What follows belongs to an exercise in optimizing a design on an open flow for small area, a short achievable clock period and few clock cycles; a production flow would make more cautious choices.
The RTL was checked by simulation tests, not by an equivalence proof against the original design.
Power figures rest on the tool's default switching activity, not on a simulated workload.

// th_core
module th_core (
    input  wire        clk,
    input  wire        rst,           
    input  wire        run_start,
    input  wire [31:0] run_budget,    
    output wire        busy,
    output reg         done,
    output wire [31:0] consumed,
    output reg         refused,
    input  wire        host_wr,
    input  wire [4:0]  host_idx,
    input  wire [15:0] host_wdata,
    input  wire        di_req,
    input  wire [1:0]  irq_line,      
    output wire [31:0] pc_o,
    output wire [31:0] st_o,
    output wire        intout,
    output wire        mem_req,
    output wire        mem_we,
    output wire [27:0] mem_addr,
    output wire [15:0] mem_wdata,
    input  wire        mem_ready,
    input  wire [15:0] mem_rdata
);
    localparam [31:0] ST_INIT   = 32'h0000_0010;
    localparam        IE_BIT    = 21;
    localparam [11:0] K_NOP  = 12'h000;
    localparam [11:0] K_MOVI = 12'h001;
    localparam [11:0] K_ADDI = 12'h002;
    localparam [11:0] K_DSJ  = 12'h003;
    localparam [11:0] K_STL  = 12'h004;
    localparam [11:0] K_LDL  = 12'h005;
    localparam [11:0] K_STW  = 12'h006;
    localparam [11:0] K_LDW  = 12'h007;
    localparam [11:0] K_EINT = 12'h008;
    localparam [11:0] K_DINT = 12'h009;
    localparam [11:0] K_RETI = 12'h00A;
    localparam [11:0] K_JMPA = 12'h00B;
    localparam [11:0] K_TSTOP= 12'h00C;
    localparam I_IDLE = 0,  I_F = 1,  I_O1 = 2,  I_O2 = 3,  I_D1 = 4,  I_D2 = 5,
               I_FIN = 6,   I_BOOT0 = 7, I_BOOT1 = 8,
               I_INT0 = 9,  I_INT1 = 10, I_INT2 = 11, I_INT3 = 12, I_INT4 = 13,
               I_INT5 = 14, I_INT6 = 15, I_INT7 = 16,
               I_R0 = 17,   I_R1 = 18,   I_R2 = 19,   I_R3 = 20,   I_R4 = 21;
    localparam NS = 22;
    reg  [NS-1:0] S;
    reg  [NS-1:0] Sn;
    wire sIDLE = S[I_IDLE], sF = S[I_F], sO1 = S[I_O1], sO2 = S[I_O2], sD1 = S[I_D1], sD2 = S[I_D2];
    wire sFIN = S[I_FIN], sBOOT0 = S[I_BOOT0], sBOOT1 = S[I_BOOT1];
    wire sINT0 = S[I_INT0], sINT1 = S[I_INT1], sINT2 = S[I_INT2], sINT3 = S[I_INT3];
    wire sINT4 = S[I_INT4], sINT5 = S[I_INT5], sINT6 = S[I_INT6], sINT7 = S[I_INT7];
  ...
clock: 12.0 ns
lec_check: 0
cap_margin: 20
core_margin: 2
core_utilization: 40
cts_buf_list: sky130_fd_sc_hd__clkbuf_8
slew_margin: 20
tns_end_percent: 2
standard.sh (not shown) runs the stock make flow with config.mk's settings and CLKGATE_MAP_FILE= SYNTH_SCRIPT=/design/flow/synth_recipe.tcl, a recipe that flattens the netlist after the stock synthesis.
==> flow/flow/run.sh <==
#!/bin/bash
set -euo pipefail
bash standard.sh SETUP_SLACK_MARGIN=7 finish > orfs_make.log 2>&1
The starting point passed the timing, DRC and antenna checks.
Testbench counts at the start, summed over its fixed seeds: cycles 182,188.
Then changed:
==> flow/flow/run.sh (replaced) <==
#!/bin/bash
set -euo pipefail
bash standard.sh SETUP_SLACK_MARGIN=10 finish > orfs_make.log 2>&1
--- a/flow/config.mk
+++ b/flow/config.mk
@@ -13 +13 @@
-export TNS_END_PERCENT = 2
+export TNS_END_PERCENT = 5
Effect: Cell count came out higher by 3.2%; worst hold slack gets worse by 10 ps; flip-flop and latch count is unchanged; core utilization climbs by 3.1 points; via count came out higher by 3.2%; power rose by 1.2%; count of clock-buffer cells in the layout went up by 1; combinational power climbs by 11%.
Then changed:
==> flow/flow/run.sh (replaced) <==
#!/bin/bash
set -euo pipefail
bash standard.sh SETUP_SLACK_MARGIN=8 "BUFFER_PORTS_ARGS=-buffer_cell sky130_fd_sc_hd__buf_4" finish > orfs_make.log 2>&1
--- a/flow/config.mk
+++ b/flow/config.mk
@@ -11 +10,0 @@
-export CTS_BUF_LIST = sky130_fd_sc_hd__clkbuf_8
What happened: The new run ran to the end with no violations. Setup slack got worse by 76 ps. Core utilization is lower by 0.41 points. Final cell count is lower by 2.3%. Count of clock-buffer cells in the layout is lower by 47. Critical path depth is higher by 16. Non-clock buffer count is lower by 49. Worst hold slack improved by 13 ps.
Then changed:
==> flow/flow/run.sh (replaced) <==
#!/bin/bash
set -euo pipefail
bash standard.sh SETUP_SLACK_MARGIN=8 finish > orfs_make.log 2>&1
--- a/flow/config.mk
+++ b/flow/config.mk
@@ -10,0 +11 @@
+export CTS_BUF_LIST = sky130_fd_sc_hd__clkbuf_8
What happened: Routed wire length decreases by 1.8%. Total power falls by 4.1%. Die area stays the same. Sequential share of layout area rises by 0.46 points. Critical path depth shrinks by 16. Worst setup slack improved by 46 ps. Register-to-register slack improves by 50 ps.
Then changed:
--- a/flow/config.mk
+++ b/flow/config.mk
@@ -11 +10,0 @@
-export CTS_BUF_LIST = sky130_fd_sc_hd__clkbuf_8
Result: Power climbs by 5.5%; first-iteration DRC count rose by 5.3%; synthesized area stays the same; cell count goes down by 1.7%; cell area increases by 0.59%; count of clock-buffer cells in the layout is lower by 38; hold slack hardly moves; die area does not change; sequential cell count stays the same.

-- afterwards: timing with drivers on the ports --
In the flow no input, the clock included, has a driving cell. The finished layouts below were timed again as built, in two steps. Step 1 (the two cells are an assumption about what drives the block):
set clk [get_ports {clk}]
set_driving_cell -lib_cell sky130_fd_sc_hd__clkbuf_16 $clk
set_driving_cell -lib_cell sky130_fd_sc_hd__buf_2 [delete_from_list [all_inputs] $clk]
Step 2 adds t to the input delays and takes it off the output delays; t is the mean of the earliest and latest rising clock arrival at the registers after step 1. Input paths then give back, and output paths get back, about the clock's delay inside the block. Three values: ideal ports, drivers, drivers and shift; two values: the first two.
run | t, ns | setup WS [ns] | worst hold slack (ns) | slew at the worst register clock pin (ns)
the first run | 1.046 | 6.733 / 6.741 / 5.695 | 0.448 / 0.448 / 0.448 | 0.07 / 0.07
the second run | 1.039 | 7.115 / 7.039 / 6.047 | 0.438 / 0.438 / 0.438 | 0.07 / 0.07
the third run | 0.863 | 7.039 / 7.064 / 6.201 | 0.451 / 0.451 / 0.451 | 0.07 / 0.07
the fourth run | 1.056 | 7.085 / 6.998 / 6.032 | 0.454 / 0.454 / 0.454 | 0.07 / 0.07
the fifth run | 0.893 | 6.951 / 6.863 / 6.043 | 0.454 / 0.454 / 0.454 | 0.07 / 0.07
After both steps every run listed still meets setup and hold. For the second run, which loses most, drivers alone change the setup slack by -0.076 ns; drivers and shift together by -1.068 ns.
